Background: an optimization exercise with open tools, aiming at small area, a short achievable clock period and few clock cycles. Do not read the settings as production practice. At most, simulation tests tie the RTL to the original design; equivalence was not proved. The RTL of run 1 was laid out without a check of its function. Power figures rest on the tool's default switching activity, not on a simulated workload.

==> flow/design.v (outline; a module is shown in full before it is edited, if it fits) <==
// module jtlvi_core: 1047 lines
// module jtlvi_mem: 104 lines
// module jtlvi_add17: 47 lines
module jtlvi_core (
  input             clk,
  input             rst,         
  input             bus_valid,
  input             bus_we,
  input      [7:0]  bus_addr,
  input      [31:0] bus_wdata,
  output reg        rsp_valid,
  output reg [31:0] rsp_rdata,
  output reg        rsp_err,
  output reg        irq
);
  // ...
==> flow/flow/run.sh <==
#!/bin/bash
set -euo pipefail
bash standard.sh SETUP_SLACK_MARGIN=9.0 ABC_CLOCK_PERIOD_IN_PS=4500 finish > standard_flow.log 2>&1
==> flow/standard.sh <==
#!/bin/bash
# synth_recipe.tcl (not shown) runs the flow's synth.tcl, then flattens the netlist and writes it again
# the make line also repeats each setting of config.mk as NAME=value (left out here)
make -C /OpenROAD-flow-scripts/flow DESIGN_CONFIG=/design/flow/config.mk WORK_HOME=/design/flow/orfs CLKGATE_MAP_FILE= SYNTH_SCRIPT=/design/flow/synth_recipe.tcl "${@:-finish}"
==> flow/config.mk <==
export PLATFORM = sky130hd
export DESIGN_NAME = jtlvi_core
export DESIGN_NICKNAME = jtlvi_core
export VERILOG_FILES = /design/flow/design.v
export SDC_FILE = /design/flow/constraint.sdc
export NUM_CORES = 8
export LEC_CHECK = 0
export CAP_MARGIN = 30
export CORE_MARGIN = 2
export CORE_UTILIZATION = 40
export PLACE_DENSITY = 0.6
export SLEW_MARGIN = 30
==> flow/constraint.sdc <==
create_clock -name core_clock -period 14.0 [get_ports {clk}]
set_input_delay 2.8000 -clock core_clock [delete_from_list [all_inputs] [get_ports {clk}]]
set_output_delay 2.8000 -clock core_clock [all_outputs]
set_load 0.01 [all_outputs]
==> flow_summary.toml, run 1 <==
[hold_path]
holdPathStages = 0
min_to = "cs_ckw$_DFF_P_"

[logic_synthesis]
synth_top_family_by_area = "compound AO/OA/AOI/OAI gates"
ys_types = 123
synth_area_leaders = "edfxtp_1 (46%), dfxtp_1 (7.5%), ha_1 (5.5%)"
seq_area_frac_synth_pct = 53.6
synth.mux.area_fraction_pct = 2.91

[floorplanning]
fp.dieArea_mm2 = 0.444
tap_cells = 5757
coreArea_mm2 = 0.437
num_rows = 243

[power_and_ir_drop]
p_per_area_mw_per_mm2 = 104

[cells_and_area]
design_area_mm2 = 0.201
finalCoreUtilization_pct = 46.0
area_growth_pct = 14.6
final_cells = 22276
regArea_mm2 = 0.0942
diodes = 50

[clock_tree]
clock_latency_ps = 1030

[setup_path]
crit_chain = "xor2_1 -> nor4_1 -> nand4_1 -> nand2b_1 -> nor2_2 -> buf_4 -> o22ai_1 -> and2_1 -> and3b_1 -> a221oi_2 -> nand2_1"
endpoint = "x1[1]$_SDFFCE_PN0P_"

[timing]
hold_violations = 0

[placement]
hpwl_um = 565000
io_buffers = 78

[run_status]
status = "timing/DRC/antenna clean"

[drt]
route.antenna.remaining_nets = 0
routedWlPerCell_um = 36.9
highest_layer = "met5"
route.met3.wl_um = 111000

[grt]
antenna_found_initial = 84
grt_max_degree = 174
grt_pass1_wl_um = 1120000
==> module jtlvi_core, before the edit <==
module jtlvi_core (
  input             clk,
  input             rst,         
  input             bus_valid,
  input             bus_we,
  input      [7:0]  bus_addr,
  input      [31:0] bus_wdata,
  output reg        rsp_valid,
  output reg [31:0] rsp_rdata,
  output reg        rsp_err,
  output reg        irq
);
  localparam [31:0] ID_VALUE  = 32'hD40E0100;
  localparam [5:0] R_ID = 6'h00, R_PARAM = 6'h01, R_CTRL = 6'h02, R_STATUS = 6'h03,
                   R_CMD = 6'h04, R_ERRCODE = 6'h05, R_ERRINFO0 = 6'h06,
                   R_ERRINFO1 = 6'h07, R_ERRINFO2 = 6'h08, R_ACC = 6'h09,
                   R_CKFEED = 6'h0A, R_MEMADDR = 6'h0B, R_MEMDATA8 = 6'h0C,
                   R_MEMDATA32 = 6'h0D, R_RESULT0 = 6'h18, R_RESULT1 = 6'h19,
                   R_RESULT2 = 6'h1A;
  localparam [5:0] E_BAD_COMMAND = 6'h01, E_BOUNDS = 6'h02, E_OVERLAP = 6'h03,
                   E_TAG_RANGE = 6'h10, E_TAG_RESERVED = 6'h11, E_VALUE_LENGTH = 6'h12,
                   E_VALUE_BOUNDS = 6'h13, E_VALUE_OVERLAP = 6'h14, E_OVERFLOW = 6'h15,
                   E_DEC_SHORT = 6'h20, E_DEC_MAGIC = 6'h21, E_DEC_CHECKSUM = 6'h22,
                   E_DEC_TRUNC_HEADER = 6'h23, E_DEC_TRUNC_VALUE = 6'h24,
                   E_DEC_CAPACITY = 6'h25;
  localparam [3:0] S_IDLE = 4'd0, S_DISP = 4'd1, S_CS = 4'd2, S_CSW = 4'd3,
                   S_DCK = 4'd4, S_DCHK = 4'd5, S_DW0 = 4'd6, S_DW1 = 4'd7,
                   S_DFIN = 4'd8, S_EV = 4'd9, S_ESZ1 = 4'd10, S_ESZ2 = 4'd11,
                   S_EM = 4'd12, S_CSW1 = 4'd13, S_DCKW = 4'd14, S_CSW2 = 4'd15;
  localparam [3:0] I_HDR = 4'd0, I_D0 = 4'd1, I_D1 = 4'd2, I_V0 = 4'd3, I_V1 = 4'd4,
                   I_V = 4'd5, I_SCAN = 4'd6, I_SNOP = 4'd7, I_SD0 = 4'd8,
                   I_SNOP2 = 4'd9, I_SV0 = 4'd10, I_TAIL = 4'd11, I_NX = 4'd12,
                   I_STOP = 4'd13, I_SC0 = 4'd14;
  localparam [3:0] K_NONE = 4'd0, K_HDR = 4'd1, K_VADDR = 4'd2, K_TV = 4'd3,
                   K_VLVA = 4'd4, K_VAL = 4'd5, K_SCAN = 4'd6, K_TRL = 4'd7,
                   K_PAT = 4'd8, K_ZPAD = 4'd9, K_CKW = 4'd10;
  localparam [3:0] X_HOLD = 4'd0, X_ZERO = 4'd1,
                   X0_CMD = 4'd2, X0_K = 4'd3, X0_A1 = 4'd4, X0_CK = 4'd5, X0_INC = 4'd6,
                   X0_OFF = 4'd7, X0_TOT = 4'd8, X0_EIDX = 4'd9,
                   X2_A1 = 4'd2, X2_T12 = 4'd3, X2_A3 = 4'd4, X2_A6 = 4'd5, X2_RDL = 4'd6,
                   X2_D40E = 4'd7, X2_S = 4'd8, X2_RDA = 4'd9, X2_FLAGS = 4'd10, X2_WL = 4'd11,
                   X2_RDB = 4'd12;
  localparam [4:0] Y_HOLD = 5'd0, Y_ZERO = 5'd1,
                   X1_A0 = 5'd2, X1_A2 = 5'd3, X1_A5 = 5'd4, X1_K = 5'd5, X1_A1 = 5'd6,
                   X1_RDH = 5'd7, X1_CK = 5'd8, X1_DREM = 5'd9, X1_A3 = 5'd10, X1_OFF = 5'd11,
                   X1_RDA = 5'd12, X1_TOT = 5'd13, X1_P = 5'd14, X1_WT = 5'd15, X1_RDB = 5'd16;
  localparam [2:0] W_NONE = 3'd0, W_END0 = 3'd1, W_END1 = 3'd2, W_TH = 3'd3, W_TV = 3'd4,
                   W_CAP = 3'd5;
  reg        ctrl_ie;
  reg        st_busy, st_done, st_busyacc, st_rangeacc;
  reg [31:0] cmd_r;
  reg [5:0]  errcode;
  reg [31:0] x0, x1, x2;
  reg        xv;            
  reg [15:0] acc;
  reg [31:0] mem_addr;
  reg [31:0] a0, a1, a2, a3, a4, a5, a6;
  wire [7:0] opc = cmd_r[7:0];
  reg        op_cs, op_en, op_de;   
  wire       f0  = cmd_r[8];
  wire       f1  = cmd_r[9];
  wire       rsv_ok = (cmd_r[31:10] == 22'd0);
  function [15:0] cstep(input [15:0] a, input [7:0] b);
    cstep = {a[0], a[15:1]} + {8'd0, b};
  endfunction
  reg        pf_v;
  reg [7:0]  pf_b;
  wire [15:0] acc_fed = cstep(acc, pf_b);
  wire [15:0] acc_eff = pf_v ? acc_fed : acc;
  reg [7:0]  ew_a;
  reg [63:0] ew_d;
  reg [3:0]  ew_n;
  reg        ew_wr;         
  reg        ew_ck;         
  reg        ew_ckw;        
  reg [7:0]  cs_b1;
  reg [10:0] cs_p2;
  reg [11:0] cs_p3;
  reg [12:0] cs_p4;
  reg [13:0] cs_p5;
  reg [14:0] cs_p6;
  reg [15:0] cs_p7;
  reg [16:0] cs_p8;
  reg [8:0]  cs_sel;        
  reg        cs_ck;         
  reg        cs_ckw;        
  reg  [3:0]  state;
  reg  [7:0]  pa;
  reg  [4:0]  pw1;           
  reg  [63:0] rd;            
  wire [63:0] win;
  wire [7:0]  wp_a = cs_ckw ? a2[7:0] + 8'd2 : ew_a;
  wire [63:0] wp_d = cs_ckw ? {ck, 48'd0} : ew_d;
  wire [3:0]  wp_n = cs_ckw ? 4'd2 : ew_wr ? ew_n : 4'd0;
  jtlvi_mem u_mem (.clk(clk), .pa(pa), .pw1(pw1), .win(win),
                   .wp_a(wp_a), .wp_d(wp_d), .wp_n(wp_n));
  wire [5:0] widx    = bus_addr[7:2];
  wire       aligned = (bus_addr[1:0] == 2'b00);
  wire       mapped  = (widx <= R_MEMDATA32) || (widx >= 6'h10 && widx <= 6'h16) ||
                       (widx >= R_RESULT0 && widx <= R_RESULT2);
  wire bw = bus_valid && bus_we && !rst;
  wire br = bus_valid && !bus_we && !rst;
  wire [7:0] ahi = 8'd1 << bus_addr[6:4];
  wire       ah7 = !bus_addr[7];
  wire [3:0] alo = (bus_addr[1:0] == 2'b00) ? (4'd1 << bus_addr[3:2]) : 4'd0;
  wire wr_ctrl    = bw && ah7 && ahi[0] && alo[2];
  wire wr_status  = bw && ah7 && ahi[0] && alo[3];
  wire wr_cmd     = bw && ah7 && ahi[1] && alo[0];
  wire wr_acc     = bw && ah7 && ahi[2] && alo[1];
  wire wr_ckfeed  = bw && ah7 && ahi[2] && alo[2];
  wire wr_memaddr = bw && ah7 && ahi[2] && alo[3];
  wire wr_md8     = bw && ah7 && ahi[3] && alo[0];
  wire wr_md32    = bw && ah7 && ahi[3] && alo[1];
  wire rd_md8     = br && ah7 && ahi[3] && alo[0];
  wire rd_md32    = br && ah7 && ahi[3] && alo[1];
  wire [6:0] wr_arg;
  assign wr_arg[0] = bw && ah7 && ahi[4] && alo[0];
  assign wr_arg[1] = bw && ah7 && ahi[4] && alo[1];
  assign wr_arg[2] = bw && ah7 && ahi[4] && alo[2];
  assign wr_arg[3] = bw && ah7 && ahi[4] && alo[3];
  assign wr_arg[4] = bw && ah7 && ahi[5] && alo[0];
  assign wr_arg[5] = bw && ah7 && ahi[5] && alo[1];
  assign wr_arg[6] = bw && ah7 && ahi[5] && alo[2];
  wire wr_gated = wr_cmd || wr_acc || wr_ckfeed || wr_memaddr || wr_md8 || wr_md32 ||
                  (wr_arg != 7'd0);
  wire ma_hi0  = (mem_addr[31:8] == 24'd0);
  wire m8_inr  = ma_hi0;
  wire m32_inr = ma_hi0 && !(mem_addr[7:2] == 6'h3F && mem_addr[1:0] != 2'd0);
  wire srst = wr_ctrl && bus_wdata[1];
  wire errz = (errcode == 6'd0);
  wire m8_ok  = !st_busy && m8_inr;
  wire m32_ok = !st_busy && m32_inr;
  wire [31:0] mdata8  = {24'd0, win[63:56] & {8{m8_ok}}};
  wire [31:0] mdata32 = win[63:32] & {32{m32_ok}};
  wire xres = errz && !st_busy && xv;
  reg [31:0] rg0, rg1, rg2, rg3, rg4, rg5, rg6, rdata;
  always @* begin
    case (bus_addr[3:2])
      2'd0: rg0 = ID_VALUE;
      2'd1: rg0 = 32'd8;
      2'd2: rg0 = {31'd0, ctrl_ie};
      default: rg0 = {27'd0, st_rangeacc, st_busyacc, !errz, st_done, st_busy};
    endcase
    case (bus_addr[3:2])
      2'd0: rg1 = cmd_r;
      2'd1: rg1 = {26'd0, errcode};
      2'd2: rg1 = errz ? 32'd0 : x0;
      default: rg1 = errz ? 32'd0 : x1;
    endcase
    case (bus_addr[3:2])
      2'd0: rg2 = errz ? 32'd0 : x2;
      2'd1: rg2 = {16'd0, acc_eff};
      2'd2: rg2 = 32'd0;
      default: rg2 = mem_addr;
    endcase
    rg3 = 32'd0;
    case (bus_addr[3:2])
      2'd0: rg4 = a0;
      2'd1: rg4 = a1;
      2'd2: rg4 = a2;
      default: rg4 = a3;
    endcase
    case (bus_addr[3:2])
      2'd0: rg5 = a4;
      2'd1: rg5 = a5;
      2'd2: rg5 = a6;
      default: rg5 = 32'd0;
    endcase
    case (bus_addr[3:2])
      2'd0: rg6 = xres ? x0 : 32'd0;
      2'd1: rg6 = xres ? x1 : 32'd0;
      2'd2: rg6 = xres ? x2 : 32'd0;
      default: rg6 = 32'd0;
    endcase
    case (bus_addr[7:4])
      4'h0: rdata = rg0;
      4'h1: rdata = rg1;
      4'h2: rdata = rg2;
      4'h3: rdata = rg3;
      4'h4: rdata = rg4;
      4'h5: rdata = rg5;
      4'h6: rdata = rg6;
      default: rdata = 32'd0;
    endcase
  end
  always @(posedge clk) begin
    if (rst) begin
      rsp_valid <= 1'b0;
      rsp_rdata <= 32'd0;
      rsp_err   <= 1'b0;
    end else begin
      rsp_valid <= bus_valid;
      rsp_err   <= bus_valid && !(aligned && mapped);
      rsp_rdata <= (br && aligned) ? (rdata | ({32{ah7 && ahi[3] && alo[0]}} & mdata8) |
                                          ({32{ah7 && ahi[3] && alo[1]}} & mdata32)) : 32'd0;
    end
  end
  function le256(input [31:0] v);
    le256 = (v[31:9] == 23'd0) && !(v[8] && (v[7:0] != 8'd0));
  endfunction
  function inb(input [31:0] b, input lz, input lle, input [8:0] l9);
    inb = lz || (le256(b) && lle && ({1'b0, b[8:0]} + {1'b0, l9} <= 10'd256));
  endfunction
  function ovl(input [8:0] b1, input lz1, input [8:0] l1, input [8:0] b2, input lz2, input [8:0] l2);
    ovl = !lz1 && !lz2 && ({1'b0, b1} < {1'b0, b2} + {1'b0, l2}) &&
          ({1'b0, b2} < {1'b0, b1} + {1'b0, l1});
  endfunction
  wire a1z = (a1 == 32'd0), a3z = (a3 == 32'd0), a6z = (a6 == 32'd0);
  wire a1t_le = (a1[31:5] == 27'd0) && (a1[4:0] <= 5'd21);
  wire a3t_le = (a3[31:5] == 27'd0) && (a3[4:0] <= 5'd21);
  wire [8:0] a1t = {a1[4:0], 3'b000} + {1'b0, a1[4:0], 2'b00};
  wire [8:0] a3t = {a3[4:0], 3'b000} + {1'b0, a3[4:0], 2'b00};
  reg c_a0a1, c_a0t1, c_a2a3, c_a2t3, c_a5a6, c_oe1, c_oe2, c_od, c_lt4;
  reg [9:0] a23;            
  always @(posedge clk) begin
    a23    <= {1'b0, a2[8:0]} + {1'b0, a3[8:0]};
    c_a0a1 <= !inb(a0, a1z, le256(a1), a1[8:0]);
    c_a0t1 <= !inb(a0, a1z, a1t_le, a1t);
    c_a2a3 <= !inb(a2, a3z, le256(a3), a3[8:0]);
    c_a2t3 <= !inb(a2, a3z, a3t_le, a3t);
    c_a5a6 <= !inb(a5, a6z, le256(a6), a6[8:0]);
    c_oe1  <= ovl(a0[8:0], a1z, a1t, a2[8:0], a3z, a3[8:0]);
    c_oe2  <= ovl(a5[8:0], a6z, a6[8:0], a2[8:0], a3z, a3[8:0]);
    c_od   <= ovl(a0[8:0], a1z, a1[8:0], a2[8:0], a3z, a3t);
    c_lt4  <= (a1 < 32'd4);
  end
  wire [31:0] tx = opc[0] ? a3 : a1;
  wire [32:0] t12s = {1'b0, tx[28:0], 3'b000} + {1'b0, tx[29:0], 2'b00};
  wire [31:0] t12 = ((tx[31:29] != 3'd0) || t12s[32]) ? 32'hFFFFFFFF : t12s[31:0];
  reg [15:0] ck;
  reg [8:0]  cnt;           
  reg        first;         
  reg [8:0]  off;           
  reg [8:0]  rem;           
  reg [8:0]  sbase;         
  reg [23:0] prv;           
  reg        wk_act;        
  reg [2:0]  wk_ev;         
  reg [31:0] wtl;           
  reg [8:0]  hp;            
  reg [5:0]  jrec;
  reg [8:0]  hlen;
  reg [1:0]  wc;            
  reg [4:0]  eidx;          
  reg [5:0]  wrem;          
  reg [5:0]  ev_err;        
  reg [4:0]  ev_idx;        
  reg [12:0] elen;
  reg        vlz, vlle;
  reg [8:0]  vl9;
  reg        et;            
  reg [12:0] em;            
  reg [3:0]  iph;
  reg [3:0]  rk, rkd;       
  reg [3:0]  rkn, rknd;     
  reg [7:0]  wa;            
  reg [7:0]  dp;            
  reg [4:0]  rcnt;          
  reg [7:0]  iva;           
  reg [8:0]  ivr;           
  reg [8:0]  crem;          
  reg [8:0]  prem;          
  reg [8:0]  pwr;           
  reg [7:0]  pra;           
  reg        a6r;           
  reg        tflag;         
  reg [4:0]  si;
  reg [7:0]  sa;
  reg [4:0]  cs_idx;
  reg [7:0]  cs_d;
  reg        found, have_last;
  reg [20:0] best, last;
  reg [15:0] btag;          
  reg [15:0] tc0, tc1, tc2, tc3, tc4, tc5, tc6, tc7;
  reg [2:0]  tr0, tr1, tr2, tr3, tr4, tr5, tr6, tr7;
  reg        tcm;           
  reg [2:0]  nq;            
  reg [15:0] ns_tag;        
  reg [7:0]  ns_d;
  reg [7:0]  bd;
  wire [16:0] y1 = {1'b0, ck} + {8'd0, cs_b1, 1'b0};
  wire [16:0] y2 = {1'b0, ck} + {6'd0, cs_p2};
  wire [16:0] y3 = {1'b0, ck} + {5'd0, cs_p3};
  wire [16:0] y4 = {1'b0, ck} + {4'd0, cs_p4};
  wire [16:0] y5 = {1'b0, ck} + {3'd0, cs_p5};
  wire [16:0] y6 = {1'b0, ck} + {2'd0, cs_p6};
  wire [16:0] y7 = {1'b0, ck} + {1'd0, cs_p7};
  wire [17:0] y8 = {2'b0, ck} + {1'b0, cs_p8};
  wire g1 = y1[1] ^ y1[16], g2 = y2[2] ^ y2[16], g3 = y3[3] ^ y3[16], g4 = y4[4] ^ y4[16];
  wire g5 = y5[5] ^ y5[16], g6 = y6[6] ^ y6[16];
  wire c1 = ck[0];
  wire k1 = c1;                         
  wire k2 = c1 & g1;
  wire k3 = c1 & g1 & g2;
  wire k4 = c1 & g1 & g2 & g3;
  wire k5 = c1 & g1 & g2 & g3 & g4;
  wire k6 = c1 & g1 & g2 & g3 & g4 & g5;
  wire k7 = c1 & g1 & g2 & g3 & g4 & g5 & g6;
  wire c2 = y1[1] ^ (y1[16] & k1);
  wire c3 = y2[2] ^ (y2[16] & k2);
  wire c4 = y3[3] ^ (y3[16] & k3);
  wire c5 = y4[4] ^ (y4[16] & k4);
  wire c6 = y5[5] ^ (y5[16] & k5);
  wire c7 = y6[6] ^ (y6[16] & k6);
  wire c8 = y7[7] ^ (y7[16] & k7);
  wire       t1 = y1[16] ^ c1;
  wire [1:0] t2 = {1'b0, y2[16]} + {c2, c1};
  wire [2:0] t3 = {2'b0, y3[16]} + {c3, c2, c1};
  wire [3:0] t4 = {3'b0, y4[16]} + {c4, c3, c2, c1};
  wire [4:0] t5 = {4'b0, y5[16]} + {c5, c4, c3, c2, c1};
  wire [5:0] t6 = {5'b0, y6[16]} + {c6, c5, c4, c3, c2, c1};
  wire [6:0] t7 = {6'b0, y7[16]} + {c7, c6, c5, c4, c3, c2, c1};
  wire [7:0] t8 = {6'b0, y8[17:16]} + {c8, c7, c6, c5, c4, c3, c2, c1};
  reg  [15:0] ck_nx;
  always @*
    ck_nx = ({16{cs_sel[1]}} & {t1, y1[15:1]}) | ({16{cs_sel[2]}} & {t2, y2[15:2]}) |
            ({16{cs_sel[3]}} & {t3, y3[15:3]}) | ({16{cs_sel[4]}} & {t4, y4[15:4]}) |
            ({16{cs_sel[5]}} & {t5, y5[15:5]}) | ({16{cs_sel[6]}} & {t6, y6[15:6]}) |
            ({16{cs_sel[7]}} & {t7, y7[15:7]}) | ({16{cs_sel[8]}} & {t8, y8[15:8]}) |
            ({16{cs_sel[0]}} & ck);
  wire [3:0]  sn8 = (cnt >= 9'd8) ? 4'd8 : {1'b0, cnt[2:0]};
  wire [3:0]  sn4 = (cnt >= 9'd4) ? 4'd4 : {1'b0, cnt[2:0]};
  wire        slast8 = (cnt <= 9'd8);
  wire        slast4 = (cnt <= 9'd4);
  wire [3:0]  vn = (crem >= 9'd8) ? 4'd8 : {1'b0, crem[2:0]};
  wire [20:0] skey = {rd[47:32], cs_idx};
  wire        scond = (!have_last || skey > last) && (!found || skey < best);
  wire [20:0] best_nx = scond ? skey : best;
  reg  [63:0] em_d;
  reg  [3:0]  em_n;
  always @* begin
    em_d = 64'd0;
    em_n = 4'd0;
    case (rkd)
      K_HDR:  begin em_d = {32'hD40E0000, 32'd0}; em_n = 4'd4; end
      K_TV:   begin em_d = {rd[47:32], rd[15:0], 32'd0}; em_n = 4'd4; end
      K_VLVA: begin em_d = {btag, rd[47:32], 32'd0}; em_n = 4'd4; end
      K_VAL:  begin em_d = rd; em_n = vn; end
      K_TRL:  begin em_d = {32'hFFFF0000, 32'd0}; em_n = 4'd4; end
      K_PAT:  begin
        em_n = rknd;
        if (a6[8:0] == 9'd1)      em_d = {8{rd[63:56]}};
        else if (a6[8:0] == 9'd2) em_d = {4{rd[63:48]}};
        else if (a6[8:0] == 9'd4) em_d = {2{rd[63:32]}};
        else                      em_d = rd;
      end
      K_ZPAD: begin em_d = 64'd0; em_n = rknd; end
      default: ;
    endcase
  end
  wire [3:0] prem8 = (prem >= 9'd8) ? 4'd8 : {1'b0, prem[2:0]};
  wire [3:0] pwr8  = (pwr >= 9'd8) ? 4'd8 : {1'b0, pwr[2:0]};
  wire [3:0] pcap  = a6r ? 4'd8 : pwr8;
  wire [3:0] pn    = (prem8 < pcap) ? prem8 : pcap;
  wire        a4nz  = (a4 != 32'd0);
  wire        a4big = (a4[31:13] != 19'd0);
  wire        enc_t = f1 || (a4nz && (a4big || (elen < a4[12:0])));
  wire        usep  = a4nz && (a4big || (em < a4[12:0]));
  wire [31:0] enc_tot = usep ? a4 : {19'd0, em};
  wire        enc_ovf = usep ? (a4 > a3) : ({19'd0, em} > a3);
  wire [8:0]  enc_p = usep ? (a4[8:0] - em[8:0]) : 9'd0;
  wire [8:0]  drem  = rem;                       
  wire        d_end = (rem == 9'd0);
  wire        d_th  = (rem < 9'd4);
  wire [8:0]  drem4 = drem - 9'd4;
  wire        d_cap = (a3 == {26'd0, x0[5:0]});
  wire [55:0] wwin = {prv, rd[63:32]};
  reg  [31:0] hdr;
  always @*
    case (off[1:0])
      2'd1: hdr = wwin[55:24];
      2'd2: hdr = wwin[47:16];
      2'd3: hdr = wwin[39:8];
      default: hdr = wwin[31:0];
    endcase
  wire        h_due = wk_act && (off <= sbase);
  wire        h_tv  = ({7'd0, drem4} < hdr[15:0]);
  wire [31:0] wA = rd[63:32], wB = rd[31:0];
  wire        bval = (wrem >= 6'd2);
  wire [5:0]  tag_err_A = (wA[31:16] != 16'd0) ? E_TAG_RANGE :
                          (wA[15:0] == 16'hFFFF) ? E_TAG_RESERVED : 6'd0;
  wire [5:0]  tag_err_B = (wB[31:16] != 16'd0) ? E_TAG_RANGE :
                          (wB[15:0] == 16'hFFFF) ? E_TAG_RESERVED : 6'd0;
  wire [5:0]  len_err_A = (wA[31:16] != 16'd0) ? E_VALUE_LENGTH : 6'd0;
  wire [5:0]  len_err_B = (wB[31:16] != 16'd0) ? E_VALUE_LENGTH : 6'd0;
  wire        lzA = (wA == 32'd0), lleA = le256(wA);
  function ovl_out(input [8:0] b1, input lz1, input [8:0] l1);
    ovl_out = !lz1 && !a3z && ({1'b0, b1} < a23) && ({1'b0, a2[8:0]} < {1'b0, b1} + {1'b0, l1});
  endfunction
  wire [5:0]  adr_err_A = !inb(wA, vlz, vlle, vl9) ? E_VALUE_BOUNDS :
                          ovl_out(wA[8:0], vlz, vl9) ? E_VALUE_OVERLAP : 6'd0;
  wire [5:0]  adr_err_B = !inb(wB, lzA, lleA, wA[8:0]) ? E_VALUE_BOUNDS :
                          ovl_out(wB[8:0], lzA, wA[8:0]) ? E_VALUE_OVERLAP : 6'd0;
  wire [5:0]  errA = (wc == 2'd0) ? tag_err_A : (wc == 2'd1) ? len_err_A : adr_err_A;
  wire [4:0]  tqn_i = (wc == 2'd0) ? eidx : eidx + 5'd1;
  wire        tqn_v = ((wc == 2'd0) || (wc == 2'd2 && bval)) && (tqn_i[4:3] == 2'd0);
  reg         tq_v;
  reg  [15:0] tin;
  reg  [2:0]  tin_i;
  wire [7:0]  tgt = {tc7 > tin, tc6 > tin, tc5 > tin, tc4 > tin,
                     tc3 > tin, tc2 > tin, tc1 > tin, tc0 > tin};
  wire [7:0]  tlt = (8'd1 << tin_i) - 8'd1;            
  wire [7:0]  tinc = tgt & tlt;
  wire [7:0]  tle  = ~tgt & tlt;
  wire [2:0]  trank = tle[0] + tle[1] + tle[2] + tle[3] + tle[4] + tle[5] + tle[6];
  wire [7:0]  tvalid = (a1[4:0] >= 5'd8) ? 8'hFF : ((8'd1 << a1[2:0]) - 8'd1);
  wire [7:0]  qsel = tvalid & {tr7 == nq, tr6 == nq, tr5 == nq, tr4 == nq,
                               tr3 == nq, tr2 == nq, tr1 == nq, tr0 == nq};
  wire [15:0] qtag = ({16{qsel[0]}} & tc0) | ({16{qsel[1]}} & tc1) | ({16{qsel[2]}} & tc2) |
                     ({16{qsel[3]}} & tc3) | ({16{qsel[4]}} & tc4) | ({16{qsel[5]}} & tc5) |
                     ({16{qsel[6]}} & tc6) | ({16{qsel[7]}} & tc7);
  wire [6:0]  q12 = ({7{qsel[1]}} & 7'd12) | ({7{qsel[2]}} & 7'd24) | ({7{qsel[3]}} & 7'd36) |
                    ({7{qsel[4]}} & 7'd48) | ({7{qsel[5]}} & 7'd60) | ({7{qsel[6]}} & 7'd72) |
                    ({7{qsel[7]}} & 7'd84);
  wire [5:0]  errB = !bval ? 6'd0 : (wc == 2'd0) ? len_err_B : (wc == 2'd1) ? adr_err_B : tag_err_B;
  reg        ie_n, done_n;  
  reg        hw_w, hw_4;    
  reg [7:0]  pa_n;          
  reg [4:0]  pw1_n;         
  reg        pe;            
  reg [3:0]  xs0, xs2;      
  reg [4:0]  xs1;           
  reg [2:0]  kv0;           
  reg        kv1;           
  reg        sb;            
  reg [4:0]  xe;            
  reg [63:0] st_d;          
  reg [3:0]  st_n;
  reg        st_wr, st_ck, st_ckw;
  reg [7:0]  st_a;
  wire [16:0] sp2, sp3, sp4, sp5, sp6, sp7, sp8, sq34, sq56, sq78, sq57, sq58;
  jtlvi_add17 u_s2  (.x({8'd0, ew_d[63:56], 1'b0}), .y({7'd0, ew_d[55:48], 2'b00}), .s(sp2));
  jtlvi_add17 u_s34 (.x({6'd0, ew_d[47:40], 3'b000}), .y({5'd0, ew_d[39:32], 4'b0000}), .s(sq34));
  jtlvi_add17 u_s56 (.x({4'd0, ew_d[31:24], 5'd0}), .y({3'd0, ew_d[23:16], 6'd0}), .s(sq56));
  jtlvi_add17 u_s78 (.x({2'd0, ew_d[15:8], 7'd0}), .y({1'd0, ew_d[7:0], 8'd0}), .s(sq78));
  jtlvi_add17 u_s57 (.x(sq56), .y({2'd0, ew_d[15:8], 7'd0}), .s(sq57));
  jtlvi_add17 u_s58 (.x(sq56), .y(sq78), .s(sq58));
  jtlvi_add17 u_s3  (.x(sp2), .y({6'd0, ew_d[47:40], 3'b000}), .s(sp3));
  jtlvi_add17 u_s4  (.x(sp2), .y(sq34), .s(sp4));
  jtlvi_add17 u_s5  (.x(sp4), .y({4'd0, ew_d[31:24], 5'd0}), .s(sp5));
  jtlvi_add17 u_s6  (.x(sp4), .y(sq56), .s(sp6));
  jtlvi_add17 u_s7  (.x(sp4), .y(sq57), .s(sp7));
  jtlvi_add17 u_s8  (.x(sp4), .y(sq58), .s(sp8));
  always @(posedge clk) begin
    ie_n = ctrl_ie; done_n = st_done;
    pa_n = pa;
    pw1_n = pw1; pe = 1'b0;
    xs0 = X_HOLD; xs1 = X_HOLD; xs2 = X_HOLD;
    kv0 = 3'd0; kv1 = 1'b0; sb = 1'b0; xe = 5'd0;
    st_d = 64'd0; st_n = 4'd0; st_wr = 1'b0; st_ck = 1'b0; st_ckw = 1'b0; st_a = wa;
    hw_w = 1'b0; hw_4 = 1'b0;
      if (pf_v) acc <= acc_fed;
      pf_v <= 1'b0;
      if (wr_ctrl) ie_n = bus_wdata[0];
      if (wr_status) begin
        if (bus_wdata[1]) done_n = 1'b0;
        if (bus_wdata[3]) st_busyacc  <= 1'b0;
        if (bus_wdata[4]) st_rangeacc <= 1'b0;
      end
      if (st_busy && (wr_gated || rd_md8 || rd_md32)) st_busyacc <= 1'b1;
      if (!st_busy) begin
        if (wr_cmd) begin
          cmd_r   <= bus_wdata;
          op_cs   <= (bus_wdata[7:0] == 8'h01) && (bus_wdata[31:10] == 22'd0) && !bus_wdata[9];
          op_en   <= (bus_wdata[7:0] == 8'h02) && (bus_wdata[31:10] == 22'd0);
          op_de   <= (bus_wdata[7:0] == 8'h03) && (bus_wdata[31:8] == 24'd0);
          done_n  = 1'b0;
          errcode <= 6'd0;
          st_busy <= 1'b1;
          state   <= S_DISP;
          setpa(a0[7:0]);
        end
        if (wr_acc)    acc <= bus_wdata[15:0];
        if (wr_ckfeed) begin pf_v <= 1'b1; pf_b <= bus_wdata[7:0]; end
        if (wr_memaddr) begin
          mem_addr <= bus_wdata;
          setpa(bus_wdata[7:0]);
        end
        if (wr_md8 || rd_md8) begin
          if (m8_inr) begin
            mem_addr <= {23'd0, mem_addr[8:0] + 9'd1};
            setpa(mem_addr[7:0] + 8'd1);
          end else st_rangeacc <= 1'b1;
        end
        if (wr_md32 || rd_md32) begin
          if (m32_inr) begin
            mem_addr <= {23'd0, mem_addr[8:0] + 9'd4};
            setpa(mem_addr[7:0] + 8'd4);
          end else st_rangeacc <= 1'b1;
        end
        if (wr_md8 && m8_inr) begin
          hw_w = 1'b1; hw_4 = 1'b0;
        end
        if (wr_md32 && m32_inr) begin
          hw_w = 1'b1; hw_4 = 1'b1;
        end
        if (wr_arg[0]) a0 <= bus_wdata;
        if (wr_arg[1]) a1 <= bus_wdata;
        if (wr_arg[2]) a2 <= bus_wdata;
        if (wr_arg[3]) a3 <= bus_wdata;
        if (wr_arg[4]) a4 <= bus_wdata;
        if (wr_arg[5]) a5 <= bus_wdata;
        if (wr_arg[6]) a6 <= bus_wdata;
      end
      rd   <= win;
      rkd  <= rk;
      rknd <= rkn;
      case (state)
        S_IDLE: ;
        S_DISP: begin
          xs0 = X_ZERO; xs1 = X_ZERO; xs2 = X_ZERO;
          setpe(pa + 8'd8);
          if (op_cs) begin
            if (c_a0a1) begin
              kv0 = 3'd1; fail(E_BOUNDS, X0_K, X1_A0, X2_A1);
            end else begin
              cnt   <= a1[8:0];
              state <= a1z ? S_CSW : S_CS;    
            end
          end else if (op_en) begin
            if (c_a0t1) begin
              kv0 = 3'd2; fail(E_BOUNDS, X0_K, X1_A0, X2_T12);
            end else if (c_a2a3) begin
              kv0 = 3'd3; fail(E_BOUNDS, X0_K, X1_A2, X2_A3);
            end else if (c_a5a6) begin
              kv0 = 3'd4; fail(E_BOUNDS, X0_K, X1_A5, X2_A6);
            end else if (c_oe1) begin
              kv0 = 3'd2; fail(E_OVERLAP, X0_K, X1_K, X_ZERO);
            end else if (c_oe2) begin
              kv0 = 3'd4; fail(E_OVERLAP, X0_K, X1_K, X_ZERO);
            end else begin
              wc     <= 2'd0;
              eidx   <= 5'd0;
              wrem   <= {1'b0, a1[4:0]} + {a1[4:0], 1'b0};    
              ev_err <= 6'd0;
              elen   <= 13'd4;
              state  <= a1z ? S_ESZ1 : S_EV;
            end
          end else if (op_de) begin
            setpe(pa + 8'd4);
            if (c_a0a1) begin
              kv0 = 3'd6; fail(E_BOUNDS, X0_K, X1_A0, X2_A1);
            end else if (c_a2t3) begin
              kv0 = 3'd7; fail(E_BOUNDS, X0_K, X1_A2, X2_T12);
            end else if (c_od) begin
              kv0 = 3'd6; kv1 = 1'b1; fail(E_OVERLAP, X0_K, X1_K, X_ZERO);
            end else if (c_lt4)
              fail(E_DEC_SHORT, X0_A1, X_ZERO, X_ZERO);
            else begin
              cnt   <= a1[8:0];
              first <= 1'b1;
              off   <= 9'd4;
              rem   <= a1[8:0] - 9'd4;
              sbase <= 9'd0;
              wk_act <= 1'b1;
              wk_ev <= W_NONE;
              state <= S_DCK;
            end
          end else begin
            fail(E_BAD_COMMAND, X0_CMD, X_ZERO, X_ZERO);
          end
        end
        S_CS: begin
          cnt  <= cnt - {5'd0, sn8};
          setpe(pa + 8'd8);
          st_d = rd; st_n = sn8; st_ck = 1'b1;
          if (slast8) state <= S_CSW1;
        end
        S_CSW1: state <= S_CSW2;
        S_CSW2: state <= S_CSW;
        S_CSW: begin
          acc <= ck;
          xs0 = X0_CK; xs1 = X1_A1;
          finish();
        end
        S_DCK: begin
          first <= 1'b0;
          if (first) begin
            xs1 = X1_RDH;                        
            xs2 = X2_RDL;                        
          end
          cnt <= cnt - {5'd0, sn4};
          st_d = {first ? {rd[63:48], 16'd0} : rd[63:32], 32'd0}; st_n = sn4; st_ck = 1'b1;
          sbase <= sbase + 9'd4;
          prv   <= rd[55:32];
          if (h_due) begin
            if (d_end) begin
              wk_act <= 1'b0; wk_ev <= W_END0;
            end else if (d_th) begin
              wk_act <= 1'b0; wk_ev <= W_TH;
            end else if (hdr[31:16] == 16'hFFFF) begin
              wk_act <= 1'b0; wk_ev <= W_END1;
            end else if (h_tv) begin
              wk_act <= 1'b0; wk_ev <= W_TV; wtl <= hdr;
            end else if (d_cap) begin
              wk_act <= 1'b0; wk_ev <= W_CAP;
            end else begin
              xs0 = X0_INC;
              off <= off + 9'd4 + hdr[8:0];
              rem <= rem - 9'd4 - hdr[8:0];
            end
          end
          if (slast4) begin
            setpe(a0[7:0] + 8'd4);
            state <= S_DCKW;
          end else
            setpe(pa + 8'd4);
        end
        S_DCKW: begin
          first <= 1'b1;                         
          if (first) state <= S_DCHK;
        end
        S_DCHK: begin
          if (x1[15:0] != 16'hD40E)
            fail(E_DEC_MAGIC, X_ZERO, X_HOLD, X2_D40E);
          else if (ck != x2[15:0])
            fail(E_DEC_CHECKSUM, X_ZERO, X1_CK, X_HOLD);
          else if (wk_act ? !d_end : (wk_ev == W_TH))
            fail(E_DEC_TRUNC_HEADER, X0_OFF, X1_DREM, X_ZERO);
          else if (!wk_act && wk_ev == W_TV)
            fail(E_DEC_TRUNC_VALUE, X0_OFF, X1_WT, X2_WL);
          else if (!wk_act && wk_ev == W_CAP)
            fail(E_DEC_CAPACITY, X0_OFF, X1_A3, X_ZERO);
          else
            end_pass0(!wk_act && wk_ev == W_END1);
        end
        S_DW0: begin
          st_d = {16'd0, rd[63:48], 16'd0, rd[47:32]}; st_n = 4'd8; st_wr = 1'b1;
          hlen  <= rd[40:32];
          pa_n  = hp[7:0] + rd[39:32];
          pw1_n = (hp[7:0] + 8'd8 + rd[39:32]) >> 3; pe = 1'b0;
          state <= S_DW1;
        end
        S_DW1: begin
          st_d = {23'd0, hp, 32'd0}; st_n = 4'd4; st_wr = 1'b1;
          hp   <= hp + 9'd4 + hlen;
          jrec <= jrec + 6'd1;
          state <= (jrec + 6'd1 == x0[5:0]) ? S_DFIN : S_DW0;
        end
        S_DFIN: begin
          acc <= ck;
          finish();
        end
        S_EV: begin
          if (ev_err != 6'd0) begin
            xe = ev_idx;
            fail(ev_err, X0_EIDX, X_HOLD, X_HOLD);
          end
          else begin
            setpe(pa + 8'd8);
            wrem <= wrem - 6'd2;
            ev_err <= (errA != 6'd0) ? errA : errB;
            ev_idx <= (errA != 6'd0 || wc != 2'd2) ? eidx : eidx + 5'd1;
            case (wc)
              2'd0: begin                        
                xs1 = X1_RDA;
                xs2 = (errA != 6'd0) ? X_ZERO : X2_RDB;
                vlz  <= (wB == 32'd0);
                vlle <= le256(wB);
                vl9  <= wB[8:0];
                wc   <= 2'd2;
              end
              2'd1: begin                        
                xs2 = (errA != 6'd0) ? X2_RDA : X2_RDB;
                vlz  <= lzA;
                vlle <= lleA;
                vl9  <= wA[8:0];
                if (bval) begin
                  elen <= elen + 13'd4 + {4'd0, wA[8:0]};
                  eidx <= eidx + 5'd1;
                end
                wc   <= 2'd0;
              end
              default: begin                     
                xs1 = (errA != 6'd0) ? X_HOLD : X1_RDB;
                xs2 = (errA != 6'd0) ? X2_RDA : X_ZERO;
                elen <= elen + 13'd4 + {4'd0, vl9};
                eidx <= eidx + 5'd1;
                wc   <= 2'd1;
              end
            endcase
            if (wrem <= 6'd2) state <= S_ESZ1;
          end
        end
        S_ESZ1: begin
          if (ev_err != 6'd0) begin
            xe = ev_idx;
            fail(ev_err, X0_EIDX, X_HOLD, X_HOLD);
          end
          else begin
            et    <= enc_t;
            em    <= elen + (enc_t ? 13'd4 : 13'd0);
            state <= S_ESZ2;
          end
        end
        S_ESZ2: begin
          if (enc_ovf)
            fail(E_OVERFLOW, X_ZERO, X1_TOT, X2_A3);
          else begin
            xs0 = X0_TOT; xs1 = X1_P; xs2 = X2_FLAGS;
            wa    <= a2[7:0];
            iph   <= I_HDR;
            rk    <= K_NONE;
            rkd   <= K_NONE;
            rcnt  <= 5'd0;
            dp    <= a0[7:0];
            have_last <= 1'b0;
            tcm   <= f0 && (a1[4:0] <= 5'd8);
            nq    <= 3'd0;
            tflag <= et;
            prem  <= enc_p;
            pwr   <= a6[8:0];
            pra   <= a5[7:0];
            a6r   <= a6z || (a6[8:0] == 9'd1) || (a6[8:0] == 9'd2) || (a6[8:0] == 9'd4);
            si    <= 5'd0;
            sa    <= a0[7:0];
            state <= S_EM;
          end
        end
        S_EM: begin
          ns_tag <= qtag;
          ns_d   <= a0[7:0] + {1'b0, q12};
          case (rkd)
            K_TV:   crem <= rd[8:0];
            K_VLVA: crem <= rd[40:32];
            K_VAL:  crem <= crem - {5'd0, vn};
            K_SCAN: begin
              if (scond) begin
                best  <= skey;
                bd    <= cs_d;
                found <= 1'b1;
              end
            end
            default: ;
          endcase
          if (rkd == K_SCAN) begin
            cs_idx <= cs_idx + 5'd1;
            cs_d   <= cs_d + 8'd12;
          end else begin
            cs_idx <= 5'd0;
            cs_d   <= a0[7:0];
            found  <= 1'b0;
          end
          if (rkd == K_CKW) begin
            st_ckw = 1'b1;
          end else begin
            st_d = em_d; st_n = em_n; st_wr = 1'b1; st_ck = 1'b1;
          end
          if (cs_ckw) begin
            acc <= ck;
            finish();
          end
          rk  <= K_NONE;
          rkn <= 4'd0;
          case (iph)
            I_HDR: begin
              rk  <= K_HDR;
              iph <= a1z ? I_TAIL : !f0 ? I_D0 : tcm ? I_SC0 : I_SCAN;
            end
            I_D0: begin setpe(dp + 8'd8); rk <= K_VADDR; iph <= I_D1; end
            I_D1: begin setpe(dp);        rk <= K_TV;    iph <= I_V0; end
            I_V0: begin
              setpa(rd[39:32]);
              rk  <= K_VAL;
              iva <= rd[39:32] + 8'd8;
              iph <= I_V1;
            end
            I_V1: begin
              if (rd[8:0] > 9'd8) begin
                setpe(iva);
                rk  <= K_VAL;
                iva <= iva + 8'd8;
                ivr <= rd[8:0] - 9'd16;
                iph <= (rd[8:0] > 9'd16) ? I_V : I_NX;
              end else
                start_next();
            end
            I_V: begin
              setpe(iva);
              rk  <= K_VAL;
              iva <= iva + 8'd8;
              ivr <= ivr - 9'd8;
              if (ivr <= 9'd8) iph <= I_NX;
            end
            I_NX: start_next();
            I_SCAN: begin
              setpe(sa);
              rk <= K_SCAN;
              sa <= sa + 8'd12;
              si <= si + 5'd1;
              if (si + 5'd1 == a1[4:0]) iph <= I_SNOP;
            end
            I_SNOP: iph <= I_SD0;
            I_SD0: begin
              pa_n  = scond ? (cs_d + 8'd4) : (bd + 8'd4);
              pw1_n = scond ? ((cs_d + 8'd12) >> 3) : ((bd + 8'd12) >> 3); pe = 1'b0;
              rk <= K_VLVA;
              btag <= best_nx[20:5];
              last <= best_nx;
              have_last <= 1'b1;
              iph <= I_SNOP2;
            end
            I_SNOP2: iph <= I_SV0;
            I_SC0: sorted_cached();
            I_SV0: begin
              if (rd[40:32] != 9'd0) begin
                setpa(rd[7:0]);
                rk  <= K_VAL;
                iva <= rd[7:0] + 8'd8;
                ivr <= rd[40:32] - 9'd8;
                iph <= (rd[40:32] > 9'd8) ? I_V : I_NX;
              end else
                start_next();
            end
            I_TAIL: tail_issue();
            default: ;
          endcase
        end
        default: state <= S_IDLE;
      endcase
    tq_v  <= (state == S_EV) && (ev_err == 6'd0) && tqn_v;
    tin   <= (wc == 2'd0) ? wA[15:0] : wB[15:0];
    tin_i <= tqn_i[2:0];
    if (tq_v) begin
      if (tinc[0]) tr0 <= tr0 + 3'd1;
      if (tinc[1]) tr1 <= tr1 + 3'd1;
      if (tinc[2]) tr2 <= tr2 + 3'd1;
      if (tinc[3]) tr3 <= tr3 + 3'd1;
      if (tinc[4]) tr4 <= tr4 + 3'd1;
      if (tinc[5]) tr5 <= tr5 + 3'd1;
      if (tinc[6]) tr6 <= tr6 + 3'd1;
      case (tin_i)
        3'd0: begin tc0 <= tin; tr0 <= trank; end
        3'd1: begin tc1 <= tin; tr1 <= trank; end
        3'd2: begin tc2 <= tin; tr2 <= trank; end
        3'd3: begin tc3 <= tin; tr3 <= trank; end
        3'd4: begin tc4 <= tin; tr4 <= trank; end
        3'd5: begin tc5 <= tin; tr5 <= trank; end
        3'd6: begin tc6 <= tin; tr6 <= trank; end
        default: begin tc7 <= tin; tr7 <= trank; end
      endcase
    end
    if (rst || srst) begin
      ie_n        = 1'b0;
      st_busy     <= 1'b0;
      done_n      = 1'b0;
      st_busyacc  <= 1'b0;
      st_rangeacc <= 1'b0;
      cmd_r       <= 32'd0;
      errcode     <= 6'd0;
      xv          <= 1'b0;
      acc         <= 16'd0;
      pf_v        <= 1'b0;
      mem_addr    <= 32'd0;
      a0 <= 32'd0; a1 <= 32'd0; a2 <= 32'd0; a3 <= 32'd0;
      a4 <= 32'd0; a5 <= 32'd0; a6 <= 32'd0;
      state       <= S_IDLE;
      setpa(8'd0);
    end
    ctrl_ie <= ie_n;
    st_done <= done_n;
    irq     <= ie_n & done_n;
    pa  <= pa_n;
    pw1 <= pe ? pa_n[7:3] + 5'd1 : pw1_n;
    if (hw_w) begin
      ew_a   <= mem_addr[7:0];
      ew_d   <= hw_4 ? {bus_wdata, 32'd0} : {bus_wdata[7:0], 56'd0};
      ew_n   <= hw_4 ? 4'd4 : 4'd1;
      ew_wr  <= 1'b1;
      ew_ck  <= 1'b0;
      ew_ckw <= 1'b0;
    end else begin
      ew_a   <= st_a;
      ew_d   <= st_d;
      ew_n   <= st_n;
      ew_wr  <= st_wr;
      ew_ck  <= st_ck;
      ew_ckw <= st_ckw;
    end
    cs_b1  <= ew_d[63:56];
    cs_p2  <= sp2;
    cs_p3  <= sp3;
    cs_p4  <= sp4;
    cs_p5  <= sp5;
    cs_p6  <= sp6;
    cs_p7  <= sp7;
    cs_p8  <= sp8;
    cs_sel <= 9'd1 << ew_n;
    cs_ck  <= ew_ck;
    cs_ckw <= ew_ckw;
    if (st_wr) wa <= wa + {4'd0, st_n};
    if (cs_ck) ck <= ck_nx;
    if (state == S_DISP) ck <= (op_cs && f0) ? acc : 16'd0;
    if (state == S_ESZ2) ck <= 16'd0;
    case (xs0)
      X_ZERO:  x0 <= 32'd0;
      X0_CMD:  x0 <= cmd_r;
      X0_K:    x0 <= {29'd0, kv0};
      X0_A1:   x0 <= a1;
      X0_CK:   x0 <= {16'd0, ck};
      X0_INC:  x0 <= x0 + 32'd1;
      X0_OFF:  x0 <= {23'd0, off};
      X0_TOT:  x0 <= enc_tot;
      X0_EIDX: x0 <= {27'd0, xe};
      default: ;
    endcase
    case (xs1)
      X_ZERO:  x1 <= 32'd0;
      X1_A0:   x1 <= a0;
      X1_A2:   x1 <= a2;
      X1_A5:   x1 <= a5;
      X1_K:    x1 <= kv1 ? 32'd7 : 32'd3;
      X1_A1:   x1 <= a1;
      X1_RDH:  x1 <= {16'd0, rd[63:48]};
      X1_CK:   x1 <= {16'd0, ck};
      X1_DREM: x1 <= {23'd0, drem};
      X1_A3:   x1 <= a3;
      X1_OFF:  x1 <= {23'd0, off};
      X1_RDA:  x1 <= wA;
      X1_TOT:  x1 <= enc_tot;
      X1_P:    x1 <= {23'd0, enc_p};
      X1_WT:   x1 <= {16'd0, wtl[31:16]};
      X1_RDB:  x1 <= wB;
      default: ;
    endcase
    case (xs2)
      X_ZERO:   x2 <= 32'd0;
      X2_A1:    x2 <= a1;
      X2_T12:   x2 <= t12;
      X2_A3:    x2 <= a3;
      X2_A6:    x2 <= a6;
      X2_RDL:   x2 <= {16'd0, rd[47:32]};
      X2_D40E:  x2 <= 32'h0000D40E;
      X2_S:     x2 <= {31'd0, sb};
      X2_RDA:   x2 <= wA;
      X2_FLAGS: x2 <= {30'd0, et & !f1, et};
      X2_WL:    x2 <= {16'd0, wtl[15:0]};
      X2_RDB:   x2 <= wB;
      default: ;
    endcase
  end
  task fail(input [5:0] code, input [3:0] s0, input [4:0] s1, input [3:0] s2);
    begin
      errcode <= code;
      xs0     = s0;
      xs1     = s1;
      xs2     = s2;
      finish();
    end
  endtask
  task setpa(input [7:0] x);
    begin
      pa_n  = x;
      pw1_n = x[7:3] + 5'd1;
      pe    = 1'b0;
    end
  endtask
  task setpe(input [7:0] x);
    begin
      pa_n  = x;
      pe    = 1'b1;
    end
  endtask
  task finish;
    begin
      xv      <= 1'b1;
      st_busy <= 1'b0;
      done_n  = 1'b1;
      state   <= S_IDLE;
      setpe(mem_addr[7:0]);
    end
  endtask
  task end_pass0(input s);
    begin
      xs1 = X1_OFF;
      xs2 = X2_S;
      sb  = s;
      if (x0[5:0] == 6'd0) begin
        acc <= ck;
        finish();
      end else begin
        hp    <= a0[8:0] + 9'd8;
        jrec  <= 6'd0;
        wa    <= a2[7:0];
        state <= S_DW0;
      end
    end
  endtask
  task start_next;
    begin
      if (rcnt + 5'd1 == a1[4:0]) begin
        iph <= I_TAIL;
        tail_issue();
      end else begin
        rcnt <= rcnt + 5'd1;
        if (f0 && tcm)
          sorted_cached();
        else if (f0) begin
          setpe(a0[7:0]);
          rk  <= K_SCAN;
          sa  <= a0[7:0] + 8'd12;
          si  <= 5'd1;
          iph <= I_SCAN;
        end else begin
          setpe(dp + 8'd20);
          rk  <= K_VADDR;
          dp  <= dp + 8'd12;
          iph <= I_D1;
        end
      end
    end
  endtask
  task sorted_cached;
    begin
      setpe(ns_d + 8'd4);
      rk   <= K_VLVA;
      btag <= ns_tag;
      nq   <= nq + 3'd1;
      iph  <= I_SNOP2;
    end
  endtask
  task tail_issue;
    begin
      if (tflag) begin
        rk    <= K_TRL;
        tflag <= 1'b0;
      end else if (prem == 9'd0) begin
        rk  <= K_CKW;
        iph <= I_STOP;
      end else begin
        rk   <= a6z ? K_ZPAD : K_PAT;
        setpe(pra);
        rkn  <= pn;
        prem <= prem - {5'd0, pn};
        if (!a6r) begin
          if (pwr == {5'd0, pn}) begin
            pwr <= a6[8:0];
            pra <= a5[7:0];
          end else begin
            pwr <= pwr - {5'd0, pn};
            pra <= pra + {4'd0, pn};
          end
        end
      end
    end
  endtask
endmodule
==> run 2, diff against run 1 <==
--- a/flow/design.v
+++ b/flow/design.v
@@ -234,9 +234,11 @@
   reg [8:0]  rem;           
   reg [8:0]  sbase;         
   reg [23:0] prv;           
+  reg        dstall;        
+  reg        dlast;         
+  wire [4:0] a04w1 = (a0[7:0] + 8'd12) >> 3;    
   reg        wk_act;        
   reg [2:0]  wk_ev;         
-  reg [31:0] wtl;           
   reg [8:0]  hp;            
   reg [5:0]  jrec;
   reg [8:0]  hlen;
@@ -249,7 +251,6 @@
   reg        vlz, vlle;
   reg [8:0]  vl9;
   reg        et;            
-  reg [12:0] em;            
   reg [3:0]  iph;
   reg [3:0]  rk, rkd;       
   reg [3:0]  rkn, rknd;     
@@ -270,12 +271,13 @@
   reg [7:0]  cs_d;
   reg        found, have_last;
   reg [20:0] best, last;
-  reg [15:0] btag;          
+  reg [31:0] wtl;
+  wire [15:0] btag = wtl[31:16];
   reg [15:0] tc0, tc1, tc2, tc3, tc4, tc5, tc6, tc7;
   reg [2:0]  tr0, tr1, tr2, tr3, tr4, tr5, tr6, tr7;
   reg        tcm;           
   reg [2:0]  nq;            
-  reg [15:0] ns_tag;        
+  wire [15:0] ns_tag = wtl[15:0];   
   reg [7:0]  ns_d;
   reg [7:0]  bd;
   wire [16:0] y1 = {1'b0, ck} + {8'd0, cs_b1, 1'b0};
@@ -319,9 +321,7 @@
             ({16{cs_sel[7]}} & {t7, y7[15:7]}) | ({16{cs_sel[8]}} & {t8, y8[15:8]}) |
             ({16{cs_sel[0]}} & ck);
   wire [3:0]  sn8 = (cnt >= 9'd8) ? 4'd8 : {1'b0, cnt[2:0]};
-  wire [3:0]  sn4 = (cnt >= 9'd4) ? 4'd4 : {1'b0, cnt[2:0]};
   wire        slast8 = (cnt <= 9'd8);
-  wire        slast4 = (cnt <= 9'd4);
   wire [3:0]  vn = (crem >= 9'd8) ? 4'd8 : {1'b0, crem[2:0]};
   wire [20:0] skey = {rd[47:32], cs_idx};
   wire        scond = (!have_last || skey > last) && (!found || skey < best);
@@ -355,25 +355,30 @@
   wire        a4nz  = (a4 != 32'd0);
   wire        a4big = (a4[31:13] != 19'd0);
   wire        enc_t = f1 || (a4nz && (a4big || (elen < a4[12:0])));
-  wire        usep  = a4nz && (a4big || (em < a4[12:0]));
-  wire [31:0] enc_tot = usep ? a4 : {19'd0, em};
-  wire        enc_ovf = usep ? (a4 > a3) : ({19'd0, em} > a3);
-  wire [8:0]  enc_p = usep ? (a4[8:0] - em[8:0]) : 9'd0;
+  wire        usep  = a4nz && (a4big || (elen < a4[12:0]));
+  wire [31:0] enc_tot = usep ? a4 : {19'd0, elen};
+  wire        enc_ovf = usep ? (a4 > a3) : ({19'd0, elen} > a3);
+  wire [8:0]  enc_p = usep ? (a4[8:0] - elen[8:0]) : 9'd0;
   wire [8:0]  drem  = rem;                       
   wire        d_end = (rem == 9'd0);
   wire        d_th  = (rem < 9'd4);
   wire [8:0]  drem4 = drem - 9'd4;
   wire        d_cap = (a3 == {26'd0, x0[5:0]});
-  wire [55:0] wwin = {prv, rd[63:32]};
+  wire [87:0] wwin = {prv, dstall ? {tc0, tc1, tc2, tc3} : rd};
   reg  [31:0] hdr;
   always @*
-    case (off[1:0])
-      2'd1: hdr = wwin[55:24];
-      2'd2: hdr = wwin[47:16];
-      2'd3: hdr = wwin[39:8];
+    case (off[2:0])
+      3'd5: hdr = wwin[87:56];
+      3'd6: hdr = wwin[79:48];
+      3'd7: hdr = wwin[71:40];
+      3'd0: hdr = wwin[63:32];
+      3'd1: hdr = wwin[55:24];
+      3'd2: hdr = wwin[47:16];
+      3'd3: hdr = wwin[39:8];
       default: hdr = wwin[31:0];
     endcase
-  wire        h_due = wk_act && (off <= sbase);
+  wire        h_due = wk_act && (off <= sbase + 9'd4);
+  wire        h_two = h_due && !d_end && !d_th && (off <= sbase) && (hdr[15:2] == 14'd0);
   wire        h_tv  = ({7'd0, drem4} < hdr[15:0]);
   wire [31:0] wA = rd[63:32], wB = rd[31:0];
   wire        bval = (wrem >= 6'd2);
@@ -537,7 +542,6 @@
               state  <= a1z ? S_ESZ1 : S_EV;
             end
           end else if (op_de) begin
-            setpe(pa + 8'd4);
             if (c_a0a1) begin
               kv0 = 3'd6; fail(E_BOUNDS, X0_K, X1_A0, X2_A1);
             end else if (c_a2t3) begin
@@ -552,6 +556,7 @@
               off   <= 9'd4;
               rem   <= a1[8:0] - 9'd4;
               sbase <= 9'd0;
+              dstall <= 1'b0;
               wk_act <= 1'b1;
               wk_ev <= W_NONE;
               state <= S_DCK;
@@ -574,15 +579,6 @@
           finish();
         end
         S_DCK: begin
-          first <= 1'b0;
-          if (first) begin
-            xs1 = X1_RDH;                        
-            xs2 = X2_RDL;                        
-          end
-          cnt <= cnt - {5'd0, sn4};
-          st_d = {first ? {rd[63:48], 16'd0} : rd[63:32], 32'd0}; st_n = sn4; st_ck = 1'b1;
-          sbase <= sbase + 9'd4;
-          prv   <= rd[55:32];
           if (h_due) begin
             if (d_end) begin
               wk_act <= 1'b0; wk_ev <= W_END0;
@@ -600,11 +596,37 @@
               rem <= rem - 9'd4 - hdr[8:0];
             end
           end
-          if (slast4) begin
-            setpe(a0[7:0] + 8'd4);
-            state <= S_DCKW;
-          end else
-            setpe(pa + 8'd4);
+          if (dstall) begin
+            dstall <= 1'b0;
+            sbase  <= sbase + 9'd8;
+            prv    <= {tc2[7:0], tc3};
+            if (dlast) begin
+              setpe(a0[7:0] + 8'd4);
+              state <= S_DCKW;
+            end else
+              setpe(pa + 8'd8);
+          end else begin
+            first <= 1'b0;
+            if (first) begin
+              xs1 = X1_RDH;                      
+              xs2 = X2_RDL;                      
+            end
+            cnt <= cnt - {5'd0, sn8};
+            st_d = first ? {rd[63:48], 16'd0, rd[31:0]} : rd; st_n = sn8; st_ck = 1'b1;
+            tc0 <= rd[63:48]; tc1 <= rd[47:32]; tc2 <= rd[31:16]; tc3 <= rd[15:0];
+            dlast <= slast8;
+            if (h_two) begin
+              dstall <= 1'b1;
+            end else begin
+              sbase <= sbase + 9'd8;
+              prv   <= rd[23:0];
+              if (slast8)
+                state <= S_DCKW;
+            end
+            pe = 1'b0;
+            pa_n  = h_two ? pa : slast8 ? a0[7:0] + 8'd4 : {pw1, pa[2:0]};
+            pw1_n = h_two ? pw1 : slast8 ? a04w1 : pw1 + 5'd1;
+          end
         end
         S_DCKW: begin
           first <= 1'b1;                         
@@ -689,7 +711,7 @@
           end
           else begin
             et    <= enc_t;
-            em    <= elen + (enc_t ? 13'd4 : 13'd0);
+            elen  <= elen + (enc_t ? 13'd4 : 13'd0);
             state <= S_ESZ2;
           end
         end
@@ -718,7 +740,7 @@
           end
         end
         S_EM: begin
-          ns_tag <= qtag;
+          wtl[15:0] <= qtag;
           ns_d   <= a0[7:0] + {1'b0, q12};
           case (rkd)
             K_TV:   crem <= rd[8:0];
@@ -795,7 +817,7 @@
               pa_n  = scond ? (cs_d + 8'd4) : (bd + 8'd4);
               pw1_n = scond ? ((cs_d + 8'd12) >> 3) : ((bd + 8'd12) >> 3); pe = 1'b0;
               rk <= K_VLVA;
-              btag <= best_nx[20:5];
+              wtl[31:16] <= best_nx[20:5];
               last <= best_nx;
               have_last <= 1'b1;
               iph <= I_SNOP2;
@@ -1014,7 +1036,7 @@
     begin
       setpe(ns_d + 8'd4);
       rk   <= K_VLVA;
-      btag <= ns_tag;
+      wtl[31:16] <= ns_tag;
       nq   <= nq + 3'd1;
       iph  <= I_SNOP2;
     end
==> flow_summary.toml, run 2 <==
[grt]
grt_max_degree = 94
grt_overflow = 0
grt_pass1_vias = 143181
track_usage_pct = 38.1
grt_pass1_wl_um = 1190000
antenna_found_initial = 97

[setup_path]
endpoint_kind = "flop"
r2r-start = "x1[2]$_SDFFCE_PN0P_"
worstPathMaxFanout = 7
cp.arrival_ps = 6230
cpMostUsedCell = "nor2_2"
worstSetupStartpointType = "flop"
critPathLaunch = "x1[2]$_SDFFCE_PN0P_"
crit_buf_inv = 1
cpLargestDelayFamily = "simple AND/OR/NAND/NOR gates"
crit_slowest_cell = "or4_1"
worstSetupPathType = "reg -> reg"
crit_chain = "or4bb_1 -> or4_1 -> nor2_2 -> nand2_1 -> nor3_2 -> a211oi_1 -> nand2b_4 -> a221o_1 -> a311oi_4 -> nor2_2 -> ha_4 -> inv_2 -> a311oi_1 -> o311ai_1 -> xnor2_1 -> o21a_1"
cp.required_ps = 14740
cp_slowest_stage_delay_ps = 740

[placement]
hpwl_um = 609000
io_buffers = 78
gp_congestion = 1.05

[logic_synthesis]
ys_types = 124
yosysMostFrequentCell = "edfxtp_1"
synth_area_leaders = "edfxtp_1 (44%), dfxtp_1 (8.1%), ha_1 (5.4%)"
ys.flop_type = "edfxtp_1"
synth_edf_count = 2592
syn-cell-area_mm2 = 0.177
syn_inst = 16663
synth_top_area_share_pct = 44.0
synth_top_area_cell = "edfxtp_1"
synth-warning-count = 2
synth_common_cells = "edfxtp_1 (2,592), nand2_1 (1,850), nor2_1 (1,309), a21oi_1 (1,293), clkbuf_1 (928)"
avgSynthCellArea_um2 = 10.6
synthArstFlopShare_pct = 0
synth-seq-cells = 3308
seq_area_frac_synth_pct = 52.1

[timing]
fin_crit_ps = 5490
clock_skew_ps = 91.6
hold_violations = 0
min_period_over_period_pct = 39.2
rsz0062_at_grt = "yes"
relSlewSlack_pct = 20.7
tns_ps = 0
finalSetupViolations = 0
fmax_ghz = 0.182
worst_pin_slew_ps = 1180
finalMaxSlewViolations = 0

[cells_and_area]
drive_gt1_share_pct = 15.0
final_common_cell = "edfxtp_1"
layout_common_cells = "edfxtp_1 (2,592), nand2_1 (1,803), a21oi_1 (1,189)"
finalNetCount = 17733
finalCoreUtilization_pct = 46.8
area_growth_pct = 16.7
fillers = 40762

[power_and_ir_drop]
p_leak_nw = 72.3
p_per_area_mw_per_mm2 = 104
ir_worst_vdd_mv = 0.126

[drt]
drt-pass1-iter-count = 13
wl_um = 887000
drt_iter0_markers = 28509
route.antenna.remaining_nets = 0
drt-vias-per-instance = 6.80
via_count = 157423
routedWlPerCell_um = 38.3
drc_errors = 0

[floorplanning]
die_h_um = 669
coreArea_mm2 = 0.441
ioPinCount = 79
num_rows = 244
fp.dieArea_mm2 = 0.447
fp.dieW_um = 669
start_util_pct = 40.1

[run_status]
status = "timing/DRC/antenna clean"

[clock_tree]
htreeDepth = 5
clock_path_buffers = 4
cts_tree = "built"
postCtsHoldBufs = 0
cts_sinks = 3308
path_clk_slew_ps = 70
cts_buffers = 354
clockRootBuffer = "clkbuf_16"
clock_latency_ps = 1080

[hold_path]
hp-class = "reg -> reg"
min-delay-start = "ew_ckw$_SDFF_PP0_"

[flow_run]
cap_violations = 0
run 2: cell types whose count changed after synthesis, sizes merged, moves of 48 or more:
cell,delta
a21oi,+59
dfxtp,+60
nand2,+59
nor2,+142
a222oi,-115
clkbuf,+132
buf,-85
a22oi,+199
mux2i,+48
edfxtp,-103
run 2: cells by family after synthesis:
| group | after synthesis | share of synthesized area, % |
|---|---|---|
| simple gates | 4677 | 12.0 |
| buf+inv | 1638 | 3.61 |
| mux | 503 | 3.43 |
| compound gates | 5068 | 19.6 |
| xor+xnor | 652 | 3.24 |
| fa+ha+maj | 816 | 5.98 |
| flops | 3308 | 52.1 |
| other cells | 1 | 0.00212 |
run 2: final timing paths:
path,cells past startpoint,slack (ps),to
max reg2reg,16,8510,pw1[4]$_DFFE_PP_
min reg2reg,0,330,cs_ckw$_DFF_P_
max,16,8510,pw1[4]$_DFFE_PP_
min,0,330,cs_ckw$_DFF_P_
run 2: final cells by class:
type                            count  area, um^2  area share (%)
Sequential cell                  3308       92300            44.7
Multi-Input combinational cell  11733       82900            40.1
Timing Repair Buffer             1016        9810            4.75
Clock buffer                      462        9790            4.74
Tap cell                         5904        7390            3.58
Clock inverter                    193        2280            1.10
Inverter                          462        1770           0.859
Antenna cell                       87         218           0.105
run 2: report_power, final:
part	switching [W]	leakage [nW]	internal, W
combinational	0.000603	36.7	0.000300
sequential	0.0000984	29.7	0.0105
clock	0.00437	5.85	0.00559
run 2: worst reg2reg max path, cell delays in order (launching register included):
cell and delay (ps):
edfxtp_1 680, or4bb_1 580, or4_1 740, nor2_2 420, nand2_1 230, nor3_2 610, a211oi_1 250, nand2b_4 210
a221o_1 250, a311oi_4 60, nor2_2 220, ha_4 160, inv_2 40, a311oi_1 230, o311ai_1 170, xnor2_1 160
o21a_1 170
run 2: routing by layer:
| layer | vias up | track usage, % | wire length [um] |
|---|---|---|---|
| li1 | 64123 | - | - |
| met4 | 49 | 30.5 | 87200 |
| met1 | 77330 | 46.8 | 313000 |
| met2 | 12634 | 54.8 | 367000 |
| met5 | - | 0.326 | 831 |
| met3 | 3287 | 12.1 | 119000 |
run 2: through the flow:
| stage | power [W] | std cells | setup slack, ps | hold WS [ps] | area, um^2 |
|---|---|---|---|---|---|
| 3_5_place_dp | 0.0116 | 22160 | 5770 | 315 | 188000 |
| 2_1_floorplan | 0.0112 | 16664 | 8000 | 310 | 177000 |
| 4_1_cts | 0.0214 | 22986 | 8700 | 327 | 204000 |
| 3_3_place_gp | 0.0116 | 22139 | 5780 | 311 | 187000 |
| 6_report | 0.0215 | 23165 | 8510 | 329 | 206000 |
| 5_1_grt | 0.0218 | 23098 | 8570 | 340 | 206000 |
run 2: repair_timing:
action | 4_1_cts | 5_1_grt
setup buffers | 138 | 79
pin swaps | 93 | 90
hold endpoints to repair | 0 | 0
gates cloned | 33 | 10
gates resized for setup | 642 | 298
setup endpoints to repair | 4450 | 2645
Testbench counts of run 2, summed over its fixed seeds: cycles 29,842.

[port drivers added, routing unchanged]
The flow's constraints put no driver on any port. The routed layouts listed below were extracted and timed again, unchanged, in two steps. Step 1 (the two cells are an assumption about what drives the block):
set clk [get_ports {clk}]
set_driving_cell -lib_cell sky130_fd_sc_hd__clkbuf_16 $clk
set_driving_cell -lib_cell sky130_fd_sc_hd__buf_2 [delete_from_list [all_inputs] $clk]
Step 2 moves the port delays by t, midway between the first and last clock arrival at a register: inputs arrive t later, outputs are due t later. That takes back most of the time a late clock gives input paths. Slacks: ideal / step 1 / step 2; pairs: ideal / step 1.
run | t (ns) | slack for setup (ns) | worst hold slack (ns)
run 1 | 1.101 | 8.802 / 8.802 / 7.899 | 0.333 / 0.333 / 0.333
run 2 | 1.136 | 8.505 / 8.505 / 7.440 | 0.329 / 0.329 / 0.329
After both steps every run listed still meets setup and hold. For run 2, which loses most, drivers alone change the setup slack by 0.000 ns; drivers and shift together by -1.065 ns.
